This is an optimization exercise on Yosys and OpenROAD, whose aim is a short achievable clock period and few clock cycles, not a production implementation.
RTL that was checked went through simulation tests only; none was proved equivalent to the original.
Power figures rest on the tool's default switching activity, not on a simulated workload.

==> inputs of run a <==
==> flow/design.v (excerpt) <==
module k1fcb #(
    parameter [127:0] KEY = 128'h80E9_0313_40D5_3521_400D_912E_E614_6C16
) (
    input  wire        clk,
    input  wire        rst,
    input  wire        in_valid,
    input  wire [7:0]  in_byte,
    output wire        in_ready,
    output reg         ob_valid,
    output reg  [7:0]  ob_byte,
    output reg         rsp_valid,
    output reg  [7:0]  rsp_op,
    output reg  [7:0]  rsp_status,
    output reg  [15:0] rsp_acc,
    output reg  [7:0]  rsp_out,
    output reg  [3:0]  rsp_xpos,
    output reg  [1:0]  rsp_sflags,
    output reg  [6:0]  rsp_rxn,
    output reg  [6:0]  rsp_consumed,
    output reg         rsp_has_start,
    output reg  [6:0]  rsp_start,
    output reg         rsp_ovf,
    output reg  [15:0] rsp_len,
    output reg  [15:0] rsp_type,
    output reg  [15:0] rsp_dlen,
    output reg  [15:0] rsp_crc_rx,
    output reg  [15:0] rsp_crc_calc,
    output reg         rsp_crc_ok,
    output reg         rsp_dlen_ok,
    output reg         rsp_runt,
    output reg  [6:0]  rsp_passes
);
export LEC_CHECK = 0
export CAP_MARGIN = 20
export CORE_MARGIN = 2
export CORE_UTILIZATION = 40
export CTS_CLUSTER_DIAMETER = 60
export CTS_CLUSTER_SIZE = 30
export PLACE_DENSITY = 0.55
export SLEW_MARGIN = 20
export TNS_END_PERCENT = 100
create_clock -name core_clock -period 11.0 [get_ports {clk}]
standard.sh (not shown) runs the stock make flow with config.mk's settings and CLKGATE_MAP_FILE= SYNTH_SCRIPT=/design/flow/synth_recipe.tcl, a recipe that flattens the netlist after the stock synthesis.
==> flow/flow/run.sh <==
#!/bin/bash
set -euo pipefail
export SETUP_SLACK_MARGIN=7.6
bash standard.sh > standard_flow.log 2>&1
==> run b (differences from run a) <==
--- a/flow/design.v
+++ b/flow/design.v
@@ -219,19 +219,18 @@
                 e_tcode = C_LONG;
             end
             default: ;
         endcase
     end
     wire e_tw_go = e_go && e_tw;
     reg          last_push;              
-    reg          last_crc;               
     reg [4:0]    run_c;                  
     reg [TQW-1:0] tq_lp;                 
-    wire e_merge = e_go && es == ES_ARG && last_push && (tq_cnt >= 2) && (run_c != 5'd31) &&
-                   (last_crc ? eo_crc : (eo_push && !rx_full));
+    wire e_merge = e_go && es == ES_ARG && eo_push && !rx_full && last_push &&
+                   (tq_cnt >= 2) && (run_c != 5'd31);
     wire e_app = e_tw_go && !e_merge;
     wire e_push  = e_go && es == ES_ARG && eo_push && !rx_full;
     wire e_rbw   = !rx_full && !ilk;
     wire e_dec   = e_go && es == ES_OP && pd_dec;
     wire e_empty = e_go && es == ES_OP && (pd_rst || pd_flush);
     reg [2:0]  d_st;
     reg        d_decl;
@@ -250,23 +249,23 @@
     reg [7:0]  r_st;
     reg [6:0]  r_cons;
     reg        r_hs, r_ovf, r_msg, r_again;
     wire [AW-1:0] hp = head[AW-1:0];
     wire [AW-1:0] ep = d_end[AW-1:0];
     wire [7:0] n8 = d_end - head;
     wire       n_all = (n8 == PB);
-    reg [PB-1:0] m_ge, m_lt, m_h1;       
-    reg          m_wrap, m_full;
-    reg [PB-1:0] inr, cand;
+    reg [PB-1:0] ge_h, inr, cand;
     integer q;
     always @(*) begin
+        for (q = 0; q < PB; q = q + 1) begin
+            ge_h[q] = (q >= hp);
+            inr[q] = n_all || ((ep < hp) ? ((q >= hp) || (q < ep)) : ((q >= hp) && (q < ep)));
+        end
         for (q = 0; q < PB; q = q + 1)
-            inr[q] = m_full || (m_wrap ? (m_ge[q] || m_lt[q]) : (m_ge[q] && m_lt[q]));
-        for (q = 0; q < PB; q = q + 1)
-            cand[q] = pr_se[q] & inr[q] & inr[(q + 1) % PB] & !(m_full && m_h1[q]);
+            cand[q] = pr_se[q] & inr[q] & inr[(q + 1) % PB] & !(n_all && ((q + 1) % PB) == hp);
     end
     function [PB-1:0] first1(input [PB-1:0] x);
         reg [PB-1:0] p;
         begin
             p = x;
             p = p | (p << 1);
             p = p | (p << 2);
@@ -299,15 +298,15 @@
     end
     wire [AW-1:0] s2_i = oh_b - hp;
     wire [7:0]  s3_need = {1'b0, d_i} + {2'b0, d_len[5:0]} + 8'd8;
     wire        s3_short = (d_len[15:6] != 10'd0) || ({1'b0, d_i} + 8'd4 > {1'b0, d_n}) ||
                            (s3_need > {1'b0, d_n});
     wire d_endok = pr_ed[d_e];
     localparam [2:0] D_S0 = 3'd0, D_S1 = 3'd1, D_S2 = 3'd2, D_S3 = 3'd3, D_S4 = 3'd4,
-                     D_S5 = 3'd5, D_SN = 3'd6;
+                     D_S5 = 3'd5;
     reg [45:0] dqe [0:DQD-1];
     reg [DQW:0]   dq_cnt;
     wire       dq_take;
     wire d_fin  = d_busy && d_st == D_S5 && !r_again;
     wire d_hold = d_fin && (dq_cnt == DQD);
     wire dq_w   = d_fin && !d_hold;
     wire d_free = !d_busy || dq_w;       
@@ -326,75 +325,65 @@
             end
         end
     end
     always @(posedge clk) begin
         if (rst_r) begin
             d_busy <= 1'b0;
             pq_cnt <= 2'd0;
-            d_st <= D_SN;
+            d_st <= D_S0;
         end else begin
             pq_cnt <= pq_cnt + {1'b0, pq_push} - {1'b0, pq_pop};
             if (pq_pop) begin
                 d_busy <= 1'b1;
-                d_st <= D_SN;
+                d_st <= D_S0;
                 d_decl <= pq[0][9];
                 d_end <= pq[0][8:1];
                 d_lab <= pq[0][0];
                 d_total <= 7'd0;
                 d_passes <= 7'd0;
             end else if (e_dec && !d_busy && !pq_v) begin
                 d_busy <= 1'b1;
-                d_st <= D_SN;
+                d_st <= D_S0;
                 d_decl <= pd_decl;
                 d_end <= tail;
                 d_lab <= last_ab;
                 d_total <= 7'd0;
                 d_passes <= 7'd0;
             end else if (d_busy) begin
                 case (d_st)
-                    D_SN: d_st <= (n8 < 8'd8) ? D_S5 : D_S0;
-                    D_S0: d_st <= D_S1;
+                    D_S0: d_st <= (n8 < 8'd8) ? D_S5 : D_S1;
                     D_S1: d_st <= any_c ? D_S2 : D_S5;
                     D_S2: d_st <= D_S3;
                     D_S3: d_st <= D_S4;
                     D_S4: d_st <= D_S5;
                     default: begin       
                         if (!d_hold) begin
-                            d_st <= D_SN;
+                            d_st <= D_S0;
                             d_total <= r_total;
                             d_passes <= d_passes + 7'd1;
                             if (d_fin) d_busy <= 1'b0;
                         end
                     end
                 endcase
             end
         end
     end
     always @(posedge clk) begin
         case (d_st)
-            D_SN: begin
-                for (q = 0; q < PB; q = q + 1) begin
-                    m_ge[q] <= (q >= hp);
-                    m_lt[q] <= (q < ep);
-                    m_h1[q] <= (((q + 1) % PB) == hp);
-                end
-                m_wrap <= (ep < hp);
-                m_full <= n_all;
+            D_S0: begin
+                c_hi <= cand & ge_h;
+                c_lo <= cand & ~ge_h;
                 d_n <= n8[6:0];
                 r_st <= ST_WAIT;
                 r_cons <= 7'd0;
                 r_hs <= 1'b0;
                 r_ovf <= 1'b0;
                 r_msg <= 1'b0;
                 r_again <= 1'b0;
             end
-            D_S0: begin
-                c_hi <= cand & m_ge;
-                c_lo <= cand & ~m_ge;
-            end
             D_S1: begin
                 d_oh <= s1_oh;
                 if (!any_c) begin
                     r_st <= ST_DISCARD;
                     r_cons <= d_lab ? d_n - 7'd1 : d_n;
                 end
             end
@@ -713,18 +702,15 @@
         if (rst_r) begin
             tq_wp <= {TQW{1'b0}};
             tq_rp <= {TQW{1'b0}};
             tq_cnt <= {(TQW+1){1'b0}};
             tq_afull <= 1'b0;
             last_push <= 1'b0;
         end else begin
-            if (e_app) begin
-                last_push <= (es == ES_ARG) && ((eo_push && !rx_full) || eo_crc);
-                last_crc <= eo_crc;
-            end
+            if (e_app) last_push <= (es == ES_ARG) && eo_push && !rx_full;
             if (e_app) tq_wp <= tq_wp + 1'b1;
             if (ot_load) tq_rp <= tq_rp + 1'b1;
             tq_cnt <= tq_cnt + {{TQW{1'b0}}, e_app} - {{TQW{1'b0}}, ot_load};
             tq_afull <= tq_cnt >= TQD - 2;
         end
     end
     integer j;
==> flow/flow/run.sh (replaced) <==
#!/bin/bash
set -euo pipefail
export SETUP_SLACK_MARGIN=7
bash standard.sh > standard_flow.log 2>&1
Settings changed: CTS_CLUSTER_DIAMETER 60 to default, CTS_CLUSTER_SIZE 30 to default.
==> run c (differences from run a) <==
--- a/flow/design.v
+++ b/flow/design.v
@@ -219,22 +219,21 @@
                 e_tcode = C_LONG;
             end
             default: ;
         endcase
     end
     wire e_tw_go = e_go && e_tw;
     reg          last_push;              
-    reg          last_crc;               
     reg [4:0]    run_c;                  
     reg [TQW-1:0] tq_lp;                 
-    wire e_merge = e_go && es == ES_ARG && last_push && (tq_cnt >= 2) && (run_c != 5'd31) &&
-                   (last_crc ? eo_crc : (eo_push && !rx_full));
+    wire e_merge = e_go && es == ES_ARG && eo_push && !rx_full && last_push &&
+                   (tq_cnt >= 2) && (run_c != 5'd31);
     wire e_app = e_tw_go && !e_merge;
     wire e_push  = e_go && es == ES_ARG && eo_push && !rx_full;
-    wire e_rbw   = !rx_full && !ilk;
+    wire e_rbw   = ev && es == ES_ARG && eo_push && !rx_full && !ilk;
     wire e_dec   = e_go && es == ES_OP && pd_dec;
     wire e_empty = e_go && es == ES_OP && (pd_rst || pd_flush);
     reg [2:0]  d_st;
     reg        d_decl;
     reg [7:0]  d_end;                    
     reg        d_lab;                    
     reg [6:0]  d_total, d_passes;
@@ -250,23 +249,23 @@
     reg [7:0]  r_st;
     reg [6:0]  r_cons;
     reg        r_hs, r_ovf, r_msg, r_again;
     wire [AW-1:0] hp = head[AW-1:0];
     wire [AW-1:0] ep = d_end[AW-1:0];
     wire [7:0] n8 = d_end - head;
     wire       n_all = (n8 == PB);
-    reg [PB-1:0] m_ge, m_lt, m_h1;       
-    reg          m_wrap, m_full;
-    reg [PB-1:0] inr, cand;
+    reg [PB-1:0] ge_h, inr, cand;
     integer q;
     always @(*) begin
+        for (q = 0; q < PB; q = q + 1) begin
+            ge_h[q] = (q >= hp);
+            inr[q] = n_all || ((ep < hp) ? ((q >= hp) || (q < ep)) : ((q >= hp) && (q < ep)));
+        end
         for (q = 0; q < PB; q = q + 1)
-            inr[q] = m_full || (m_wrap ? (m_ge[q] || m_lt[q]) : (m_ge[q] && m_lt[q]));
-        for (q = 0; q < PB; q = q + 1)
-            cand[q] = pr_se[q] & inr[q] & inr[(q + 1) % PB] & !(m_full && m_h1[q]);
+            cand[q] = pr_se[q] & inr[q] & inr[(q + 1) % PB] & !(n_all && ((q + 1) % PB) == hp);
     end
     function [PB-1:0] first1(input [PB-1:0] x);
         reg [PB-1:0] p;
         begin
             p = x;
             p = p | (p << 1);
             p = p | (p << 2);
@@ -293,21 +292,21 @@
             len_hi[b] = |tmp;
         end
         for (b = 0; b < AW; b = b + 1) begin
             for (q = 0; q < PB; q = q + 1) tmp[q] = d_oh[q] & ((q >> b) & 1);
             oh_b[b] = |tmp;
         end
     end
-    wire [AW-1:0] s2_i = oh_b - hp;
-    wire [7:0]  s3_need = {1'b0, d_i} + {2'b0, d_len[5:0]} + 8'd8;
-    wire        s3_short = (d_len[15:6] != 10'd0) || ({1'b0, d_i} + 8'd4 > {1'b0, d_n}) ||
-                           (s3_need > {1'b0, d_n});
+    wire [AW-1:0] s3_iw = d_pb - hp;
+    wire [6:0]  s3_i = s3_iw;
+    wire [16:0] s3_need = {1'b0, d_len} + {10'd0, s3_i} + 17'd8;
+    wire        s3_short = ({1'b0, s3_i} + 8'd4 > {1'b0, d_n}) || (s3_need > {10'd0, d_n});
     wire d_endok = pr_ed[d_e];
     localparam [2:0] D_S0 = 3'd0, D_S1 = 3'd1, D_S2 = 3'd2, D_S3 = 3'd3, D_S4 = 3'd4,
-                     D_S5 = 3'd5, D_SN = 3'd6;
+                     D_S5 = 3'd5;
     reg [45:0] dqe [0:DQD-1];
     reg [DQW:0]   dq_cnt;
     wire       dq_take;
     wire d_fin  = d_busy && d_st == D_S5 && !r_again;
     wire d_hold = d_fin && (dq_cnt == DQD);
     wire dq_w   = d_fin && !d_hold;
     wire d_free = !d_busy || dq_w;       
@@ -326,92 +325,82 @@
             end
         end
     end
     always @(posedge clk) begin
         if (rst_r) begin
             d_busy <= 1'b0;
             pq_cnt <= 2'd0;
-            d_st <= D_SN;
+            d_st <= D_S0;
         end else begin
             pq_cnt <= pq_cnt + {1'b0, pq_push} - {1'b0, pq_pop};
             if (pq_pop) begin
                 d_busy <= 1'b1;
-                d_st <= D_SN;
+                d_st <= D_S0;
                 d_decl <= pq[0][9];
                 d_end <= pq[0][8:1];
                 d_lab <= pq[0][0];
                 d_total <= 7'd0;
                 d_passes <= 7'd0;
             end else if (e_dec && !d_busy && !pq_v) begin
                 d_busy <= 1'b1;
-                d_st <= D_SN;
+                d_st <= D_S0;
                 d_decl <= pd_decl;
                 d_end <= tail;
                 d_lab <= last_ab;
                 d_total <= 7'd0;
                 d_passes <= 7'd0;
             end else if (d_busy) begin
                 case (d_st)
-                    D_SN: d_st <= (n8 < 8'd8) ? D_S5 : D_S0;
-                    D_S0: d_st <= D_S1;
+                    D_S0: d_st <= (n8 < 8'd8) ? D_S5 : D_S1;
                     D_S1: d_st <= any_c ? D_S2 : D_S5;
                     D_S2: d_st <= D_S3;
                     D_S3: d_st <= D_S4;
                     D_S4: d_st <= D_S5;
                     default: begin       
                         if (!d_hold) begin
-                            d_st <= D_SN;
+                            d_st <= D_S0;
                             d_total <= r_total;
                             d_passes <= d_passes + 7'd1;
                             if (d_fin) d_busy <= 1'b0;
                         end
                     end
                 endcase
             end
         end
     end
     always @(posedge clk) begin
         case (d_st)
-            D_SN: begin
-                for (q = 0; q < PB; q = q + 1) begin
-                    m_ge[q] <= (q >= hp);
-                    m_lt[q] <= (q < ep);
-                    m_h1[q] <= (((q + 1) % PB) == hp);
-                end
-                m_wrap <= (ep < hp);
-                m_full <= n_all;
+            D_S0: begin
+                c_hi <= cand & ge_h;
+                c_lo <= cand & ~ge_h;
                 d_n <= n8[6:0];
                 r_st <= ST_WAIT;
                 r_cons <= 7'd0;
                 r_hs <= 1'b0;
                 r_ovf <= 1'b0;
                 r_msg <= 1'b0;
                 r_again <= 1'b0;
             end
-            D_S0: begin
-                c_hi <= cand & m_ge;
-                c_lo <= cand & ~m_ge;
-            end
             D_S1: begin
                 d_oh <= s1_oh;
                 if (!any_c) begin
                     r_st <= ST_DISCARD;
                     r_cons <= d_lab ? d_n - 7'd1 : d_n;
                 end
             end
             D_S2: begin
                 d_len <= {len_hi, len_lo};
                 d_pb <= oh_b;
-                d_i <= {1'b0, s2_i};
             end
             D_S3: begin
+                d_i <= s3_i;
                 d_short <= s3_short;
-                d_e <= d_pb + 6'd6 + d_len[AW-1:0];
-                d_cmsg <= d_i + 7'd8 + {1'b0, d_len[5:0]};
-                d_crs <= d_i + 7'd2;
+                d_e <= d_pb + 7'd6 + d_len[AW-1:0];
+                d_cmsg <= s3_i + 7'd8 + d_len[6:0];
+                d_crs <= s3_i + 7'd2;
             end
             D_S4: begin
                 r_hs <= 1'b1;
                 if (d_short) begin
                     if (!d_n[6]) begin
                         r_st <= ST_WAIT;
                     end else if (d_i != 7'd0) begin
@@ -692,15 +681,15 @@
         end
         if (rst || rst_r) begin
             ob_valid <= 1'b0;
             rsp_valid <= 1'b0;
         end
     end
     always @(posedge clk) begin
-        begin
+        if (ev && e_tw) begin
             tq_kind[tq_wp] <= e_tkind;
             tq_code[tq_wp] <= e_tcode;
             tq_p[tq_wp] <= e_tp;
             tq_rep[tq_wp] <= 5'd0;
         end
         if (e_app) begin
             tq_lp <= tq_wp;
@@ -713,18 +702,15 @@
         if (rst_r) begin
             tq_wp <= {TQW{1'b0}};
             tq_rp <= {TQW{1'b0}};
             tq_cnt <= {(TQW+1){1'b0}};
             tq_afull <= 1'b0;
             last_push <= 1'b0;
         end else begin
-            if (e_app) begin
-                last_push <= (es == ES_ARG) && ((eo_push && !rx_full) || eo_crc);
-                last_crc <= eo_crc;
-            end
+            if (e_app) last_push <= (es == ES_ARG) && eo_push && !rx_full;
             if (e_app) tq_wp <= tq_wp + 1'b1;
             if (ot_load) tq_rp <= tq_rp + 1'b1;
             tq_cnt <= tq_cnt + {{TQW{1'b0}}, e_app} - {{TQW{1'b0}}, ot_load};
             tq_afull <= tq_cnt >= TQD - 2;
         end
     end
     integer j;
==> flow/flow/run.sh (replaced) <==
#!/bin/bash
set -euo pipefail
export SETUP_SLACK_MARGIN=7
bash standard.sh > standard_flow.log 2>&1
Settings changed: CTS_CLUSTER_DIAMETER 60 to default, CTS_CLUSTER_SIZE 30 to default.
==> run notes <==
- The routed wire length is 539000 um.
- The amount of wire on met3 after detailed routing is between 40000 and 50000 um.
- Per report_power, the combinational group accounts for a little under a quarter of the total.
- Non-clock buffers in the final layout number about 550.
- The run finished with no timing, DRC or antenna violations.
- The overall fraction of global-route tracks in use is between 20 and 30%.
- The critical path's top delay family is flip-flops.
- After synthesis, the mean cell area works out to 15.6 sq um.
- After synthesis, the largest area contributor takes up around 64% of total cell area.
- The startpoint of the most critical register-to-register path is os[2]$_SDFFE_PP0P_.
# the run above: run a

==> run notes <==
- The critical path's top delay family is adder cells.
- The sum of negative setup slack is 0 ps.
- The total of plain and repair buffers excluding clock buffers is 508.
- Wire segments on met2 add up to between 200000 and 250000 um in the final route.
- The total count of hold-check failures in the final report is 0.
- Summed over all nets, wire length on met3 after detailed routing comes to 62300 um.
- The run finished with no timing, DRC or antenna violations.
- The routed wire length is between 500000 and 600000 um.
- Of the post-synthesis cell area, the dominant cell type holds 62.4%.
- Of the post-synthesis cell area, the part taken by muxes is about 14%.
- The overall fraction of global-route tracks in use is 28.7%.
- The startpoint identified for the worst register-to-register timing path is d_pb[0]$_DFFE_PP_.
# the run above: run c

==> run notes <==
- After detailed routing, the total wire length is roughly 530000 um.
- The fraction of post-synthesis cell area in the top cell type by area is 62.7%.
- The startpoint of the most critical register-to-register path is c_hi[49]$_DFFE_PP_.
- The total of plain and repair buffers excluding clock buffers is 472.
- The overall fraction of global-route tracks in use is 28.6%.
- The share of power burned in combinational logic is 23.6%.
- The flow ran to the end and the layout has no timing, DRC or antenna violations.
# the run above: run b

Testbench counts of run a, summed over its fixed seeds: cycles 35,734.
Testbench counts of run b, summed over its fixed seeds: cycles 35,613.
Only the layout flow was run in run c; the RTL was not checked for function there.

## separate check: timing with driven ports
Ports are ideal in the flow. The routed layouts listed here were re-timed in OpenROAD. Step 1 sets driving cells, clkbuf_16 on the clock port and buf_2 on the other inputs (assumed; they add their load-dependent delay and slew). Step 2 also shifts input and output timing later by t, the mid clock arrival at the registers, as if the neighbouring blocks saw the same clock. Three values: ideal, step 1, step 2; two values: the first two.
run | t (ns) | slack for setup (ns) | worst hold slack (ns)
run a | 1.039 | 7.173 / 7.065 / 7.487 | 0.449 / 0.449 / 0.449
run b | 1.033 | 7.023 / 6.944 / 6.986 | 0.446 / 0.446 / 0.446
run c | 1.023 | 6.876 / 6.876 / 6.876 | 0.444 / 0.444 / 0.444
After both steps setup and hold are still met in every run listed. For run b, which loses most, drivers alone change the setup slack by -0.079 ns; drivers and shift together by -0.037 ns.
